This is an optimization exercise on Yosys and OpenROAD, whose aim is small area, a short achievable clock period and few clock cycles, not a production implementation. In this exercise RTL edits were held to simulation tests only and were not proved equivalent to the original. Power is estimated from default activity; no workload was simulated.

## design/flow/design.v

```verilog
module busyboard_core (
    input  wire       clk,
    input  wire       rst,         
    input  wire       cmd_valid,
    output wire       cmd_ready,
    input  wire [1:0] cmd_op,      
    input  wire [7:0] cmd_addr,
    input  wire [7:0] cmd_data,
    output reg        out_valid,
    output reg  [7:0] out_data,
    output reg        rd_valid,
    output reg        rd_hit,
    output reg  [7:0] rd_data,
    output wire [7:0] acc,
    output wire [7:0] pc,
    output wire       carry,
    output wire       halted,
    output wire       illegal,
    output wire [8:0] mem_len
);
    localparam [1:0] CMD_STEP  = 2'd0,
                     CMD_WRITE = 2'd1,
                     CMD_SETPC = 2'd2,
                     CMD_READ  = 2'd3;
    function automatic lt8(input [7:0] a, input [7:0] b);
        integer i, k;
        reg t;
        begin
            lt8 = 1'b0;
            for (i = 0; i < 8; i = i + 1) begin
                t = ~a[i] & b[i];
                for (k = i + 1; k < 8; k = k + 1)
                    t = t & ~(a[k] & ~b[k]);
                lt8 = lt8 | t;
            end
        end
    endfunction
    function automatic [8:0] add8(input [7:0] a, input [7:0] b, input ci);
        integer i, j, k;
        reg [8:0] c;
        reg t;
        begin
            for (i = 0; i <= 8; i = i + 1) begin
                c[i] = ci;
                for (k = 0; k < i; k = k + 1)
                    c[i] = c[i] & (a[k] | b[k]);
                for (k = 0; k < i; k = k + 1) begin
                    t = a[k] & b[k];
                    for (j = k + 1; j < i; j = j + 1)
                        t = t & (a[j] | b[j]);
                    c[i] = c[i] | t;
                end
            end
            for (i = 0; i < 8; i = i + 1)
                add8[i] = a[i] ^ b[i] ^ c[i];
            add8[8] = c[8];
        end
    endfunction
    function automatic [6:0] half_up(input [7:0] x);
        integer i, k;
        reg c;
        begin
            for (i = 0; i < 7; i = i + 1) begin
                c = x[0];
                for (k = 1; k <= i; k = k + 1)
                    c = c & x[k];
                half_up[i] = x[i + 1] ^ c;
            end
        end
    endfunction
    function automatic [8:0] inc8(input [7:0] x);
        integer i, k;
        reg c;
        begin
            for (i = 0; i <= 8; i = i + 1) begin
                c = 1'b1;
                for (k = 0; k < i; k = k + 1)
                    c = c & x[k];
                inc8[i] = (i < 8 ? x[i] : 1'b0) ^ c;
            end
        end
    endfunction
    reg [7:0] a_r;
    reg [7:0] pc_r;
    reg       c_r;
    reg       h_r;
    reg       i_r;
    reg [8:0] len_r;
    reg [7:0] ins0;         
    reg [7:0] ins1;         
    reg       read_q;       
    reg       fetch_q;      
    reg [7:0] alt_q;        
    reg [2047:0] memv;      
    wire busy = read_q | fetch_q;
    wire fire = cmd_valid & ~busy;
    wire op_step  = (cmd_op == CMD_STEP);
    wire op_write = (cmd_op == CMD_WRITE);
    wire op_setpc = (cmd_op == CMD_SETPC);
    wire op_read  = (cmd_op == CMD_READ);
    wire hz     = (ins0[7:4] == 4'h0);
    wire [3:0] o = ins0[3:0];
    wire is_ldi = hz & (o == 4'h1);
    wire is_lda = hz & (o == 4'h2);
    wire is_sta = hz & (o == 4'h3);
    wire is_add = hz & (o == 4'h4);
    wire is_sub = hz & (o == 4'h5);
    wire is_out = hz & (o == 4'hE);
    wire is_hlt = hz & (o == 4'hF);
    wire is_one = hz & ((o == 4'h0) | (o == 4'hE));         
    wire is_two = hz & (o != 4'h0) & (o <= 4'h8);
    wire take   = hz & ((o == 4'h6) |
                        ((o == 4'h7) & (a_r == 8'h00)) |
                        ((o == 4'h8) & c_r));
    wire [8:0] pc_p1 = {1'b0, pc_r} + 9'd1;
    wire [8:0] pc_p2 = {1'b0, pc_r} + 9'd2;
    wire [8:0] pc_p3 = {1'b0, pc_r} + 9'd3;
    wire hit0     = {1'b0, pc_r} < len_r;                  
    wire hit1     = pc_p1 < len_r;                         
    wire pc2_lt   = pc_p2 < len_r;                         
    wire op_lt    = len_r[8] | lt8(ins1, len_r[7:0]);      
    wire pc2_le_o = ~pc_p2[8] & ~lt8(ins1, pc_p2[7:0]);    
    wire dec_ill = ~hit0 | ~(is_one | is_hlt | is_two) | (is_two & ~hit1);
    wire nxt_ok = is_one ? hit1 :
                  take   ? op_lt :
                           (pc2_lt | (is_sta & pc2_le_o));
    wire step = fire & op_step & ~h_r & ~i_r;    
    wire exe  = step & ~dec_ill;                 
    wire adv  = exe & ~is_hlt & nxt_ok;          
    wire       st_en   = exe & is_sta;
    wire [7:0] wr_addr = op_write ? cmd_addr : ins1;
    wire [7:0] wr_data = rst ? 8'h00 : op_write ? cmd_data : a_r;
    wire       wr_en   = fire & op_write | st_en;
    wire [15:0] wdec_hi = 16'd1 << wr_addr[7:4];
    wire [15:0] wdec_lo = 16'd1 << wr_addr[3:0];
    genvar g;
    generate
        for (g = 0; g < 256; g = g + 1) begin : gmem
            wire we = rst | (wr_en & wdec_hi[g / 16] & wdec_lo[g % 16]);
            always @(posedge clk)
                if (we) memv[8*g +: 8] <= wr_data;
        end
    endgenerate
    wire [7:0] dbank [0:255];
    generate
        for (g = 0; g < 256; g = g + 1) begin : gdat
            assign dbank[g] = memv[8*g +: 8];
        end
    endgenerate
    wire [7:0] dm = dbank[ins1];
    wire [8:0] sum  = add8(a_r, dm, 1'b0);
    wire [8:0] dneg = add8(a_r, ~dm, 1'b1);    
    reg [7:0] fx;           
    reg [6:0] fxe;          
    always @(*) begin
        if (busy) begin
            fx  = alt_q;
            fxe = half_up(alt_q);
        end else if (is_one) begin
            fx  = pc_p1[7:0];
            fxe = pc_p2[7:1];
        end else if (take) begin
            fx  = ins1;
            fxe = half_up(ins1);
        end else begin
            fx  = pc_p2[7:0];
            fxe = pc_p3[7:1];
        end
    end
    wire [7:0] ebank [0:127];
    wire [7:0] obank [0:127];
    generate
        for (g = 0; g < 128; g = g + 1) begin : gbank
            assign ebank[g] = memv[16*g +: 8];
            assign obank[g] = memv[16*g + 8 +: 8];
        end
    endgenerate
    wire [7:0] eb = ebank[fxe];
    wire [7:0] ob = obank[fx[7:1]];
    wire [7:0] fb0 = fx[0] ? ob : eb;    
    wire [7:0] fb1 = fx[0] ? eb : ob;    
    wire st_f0 = is_sta & (ins1 == pc_p2[7:0]);
    wire st_f1 = is_sta & (ins1 == pc_p3[7:0]);
    wire [7:0] nb0 = st_f0 ? a_r : fb0;
    wire [7:0] nb1 = st_f1 ? a_r : fb1;
    wire wr_i0 = ({1'b0, cmd_addr} == {1'b0, pc_r});
    wire wr_i1 = ({1'b0, cmd_addr} == pc_p1);
    wire [8:0] len_wr = ({1'b0, cmd_addr} >= len_r) ? ({1'b0, cmd_addr} + 9'd1) : len_r;
    always @(posedge clk) begin
        if (rst) begin
            a_r       <= 8'h00;
            pc_r      <= 8'h00;
            c_r       <= 1'b0;
            h_r       <= 1'b0;
            i_r       <= 1'b0;
            len_r     <= 9'd0;
            ins0      <= 8'h00;
            ins1      <= 8'h00;
            read_q    <= 1'b0;
            fetch_q   <= 1'b0;
            out_valid <= 1'b0;
            rd_valid  <= 1'b0;
        end else begin
            read_q    <= fire & op_read;
            fetch_q   <= fire & op_setpc;
            out_valid <= exe & is_out;
            rd_valid  <= read_q;
            if (fetch_q) begin
                ins0 <= fb0;
                ins1 <= fb1;
            end else if (step) begin
                ins0 <= nb0;
                ins1 <= nb1;
            end else if (fire & op_write) begin
                if (wr_i0) ins0 <= cmd_data;
                if (wr_i1) ins1 <= cmd_data;
            end
            if (fire & op_write)
                len_r <= len_wr;
            if (st_en & ~op_lt)
                len_r <= inc8(ins1);
            if (fire & op_setpc)
                pc_r <= cmd_addr;
            if (adv)
                pc_r <= fx;
            if (step & (dec_ill | ~is_hlt & ~nxt_ok))
                i_r <= 1'b1;
            if (exe & is_hlt)
                h_r <= 1'b1;
            if (exe & is_ldi)
                a_r <= ins1;
            if (exe & op_lt & is_lda)
                a_r <= dm;
            if (exe & op_lt & is_add)
                a_r <= sum[7:0];
            if (exe & op_lt & is_sub)
                a_r <= dneg[7:0];
            if (exe & (is_add | is_sub))
                c_r <= op_lt & (is_add ? sum[8] : ~dneg[8]);
        end
    end
    always @(posedge clk) begin
        alt_q    <= cmd_addr;    
        out_data <= a_r;         
        rd_hit   <= {1'b0, alt_q} < len_r;    
        rd_data  <= fb0;
    end
    assign cmd_ready = ~busy;
    assign acc     = a_r;
    assign pc      = pc_r;
    assign carry   = c_r;
    assign halted  = h_r;
    assign illegal = i_r;
    assign mem_len = len_r;
endmodule
```

## design/flow/run.sh

```bash
#!/bin/bash
# synth_recipe.tcl (not shown) runs the flow's synth.tcl, then flattens the netlist and writes it again
# the make line also repeats each setting of config.mk as NAME=value (left out here)
make -C /OpenROAD-flow-scripts/flow DESIGN_CONFIG=/design/flow/config.mk WORK_HOME=/design/flow/orfs CLKGATE_MAP_FILE= SYNTH_SCRIPT=/design/flow/synth_recipe.tcl finish
```

## design/flow/config.mk

```make
export PLATFORM = sky130hd
export DESIGN_NAME = busyboard_core
export DESIGN_NICKNAME = busyboard_core
export VERILOG_FILES = /design/flow/design.v
export SDC_FILE = /design/flow/constraint.sdc
export NUM_CORES = 4
export LEC_CHECK = 0
export CAP_MARGIN = 20
export CORE_MARGIN = 2
export CORE_UTILIZATION = 50
export PLACE_DENSITY = 0.6
export SETUP_SLACK_MARGIN = 5
export SLEW_MARGIN = 20
```

## design/flow/constraint.sdc

```tcl
create_clock -name core_clock -period 10.0 [get_ports {clk}]
set_input_delay 2.0000 -clock core_clock [delete_from_list [all_inputs] [get_ports {clk}]]
set_output_delay 2.0000 -clock core_clock [all_outputs]
set_load 0.01 [all_outputs]
```

==> impl_metrics.ini <==
[synth]
avgSynthCellArea_um2 = 12.84
ys_ff_latch = 2121
netlist_instances = 7807
synthArstFlopShare = 0
synth_area_leaders = edfxtp_1, a22oi_1, a22o_1, a221oi_1, nand3_1
synth.top_cell.area_share = 0.6136
synth.cell_area_um2 = 100200
syn_nets = 7935
yosysTopAreaCell = edfxtp_1
synth_edf_count = 2048
ys_types = 102
yosysWarnings = 1
synth_ff_type = edfxtp_1
ys_seq_area_frac = 0.6282

[run_status]
firstError = [ERROR GRT-0116] Global routing finished with congestion. Check the congestion regions in the DRC Viewer.
status = aborted with a tool error
lastStage = 5_1_grt

[global_routing]
grtUsageTotal = 1.104
grt_pass1_vias = 129700
grt_pass1_wl_um = 1486000
overflow = 23030
grt_max_degree = 207

[die]
die_w_um = 451.7
num_rows = 164
start_util = 0.5025
die_h_um = 451.7
num_io_pins = 69

[placed_design]
gp_congestion = 1.649
port_buffers = 68
dp_hpwl_um = 770400

[clock_tree]
cts-root-buf = clkbuf_16
cts.htree.levels = 4
cts_inserted_buffers = 218
hold_buffers = 0
clockBufferDepth = 3
clock-sinks = 2121
-- cell usage after synthesis, types with 15 or more instances --
cell	count
edfxtp_1	2048
a22oi_1	658
nor2_1	522
nand3_1	468
a22o_1	427
a221oi_1	404
nand2_1	348
nand4_1	322
clkbuf_1	321
a21oi_1	230
nor4_1	161
o21bai_1	161
nor3_1	148
a21o_1	125
a32oi_1	125
o22ai_1	110
ha_1	106
o21ai_0	74
dfxtp_1	73
buf_2	65
inv_1	65
buf_1	59
a32o_1	56
mux2i_1	56
and3_1	45
a211oi_1	40
a222oi_1	40
a31oi_1	30
xnor2_1	30
a2111oi_0	28
or4_1	28
o211ai_1	24
a221o_1	22
mux2_2	20
nor2b_1	19
xor2_1	19
o21ai_1	17
o31ai_1	15
-- kinds of logic after synthesis --
family | Yosys count | share of synthesized area
and+or+nand+nor | 2192 | 0.1117
AOI/OAI and AO/OA | 2732 | 0.2129
xor gates and xnor gates | 49 | 0.004282
adders and majority gates | 112 | 0.01393
muxes | 76 | 0.007840
buffers and inverters | 525 | 0.02120
DFF | 2121 | 0.6282
-- metal layers --
| layer | GRT overflow | global-route usage |
|---|---|---|
| met2 | 11420 | 1.249 |
| met4 | 3133 | 1.081 |
| met3 | 3245 | 1.020 |
| met5 | 389 | 0.9174 |
| met1 | 4846 | 1.058 |
-- metrics by stage --
stage	hold slack [ns]	setup slack, ns	power, mW	cell area, um^2	std cells
3_5_place_dp	0.4847	2.091	23.86	109500	10770
2_1_floorplan	0.4470	4.364	15.99	100400	7807
4_1_cts	0.4959	4.716	36.16	128200	11650
3_3_place_gp	0.4764	1.732	23.76	109000	10740
-- how the worst max path moves through the flow --
stage / depth (start not counted) / to / start / slack (ns)
floorplan: 6 / memv[1002] / cmd_op[1] / 4.36
global placement: 16 / ins0[6] / fetch_q / 1.73
detailed placement: 15 / ins0[2] / fetch_q / 2.09
CTS: 27 / a_r[7] / ins1[1] / 4.72
-- power groups by stage --
stage	Sequential (mW)	Combinational (mW)	Clock, mW
after detailed placement	11.7	12.2	0
after global placement	11.7	12.1	0
after CTS	11.5	16.1	8.49
after floorplan	10.8	5.20	0
-- what timing repair did --
item,CTS
setup endpoints to repair,2086
setup buffers,453
gates resized for setup,1279
pin swaps,281
cloned,27
Testbench counts, summed over its fixed seeds: cycles 36,739.
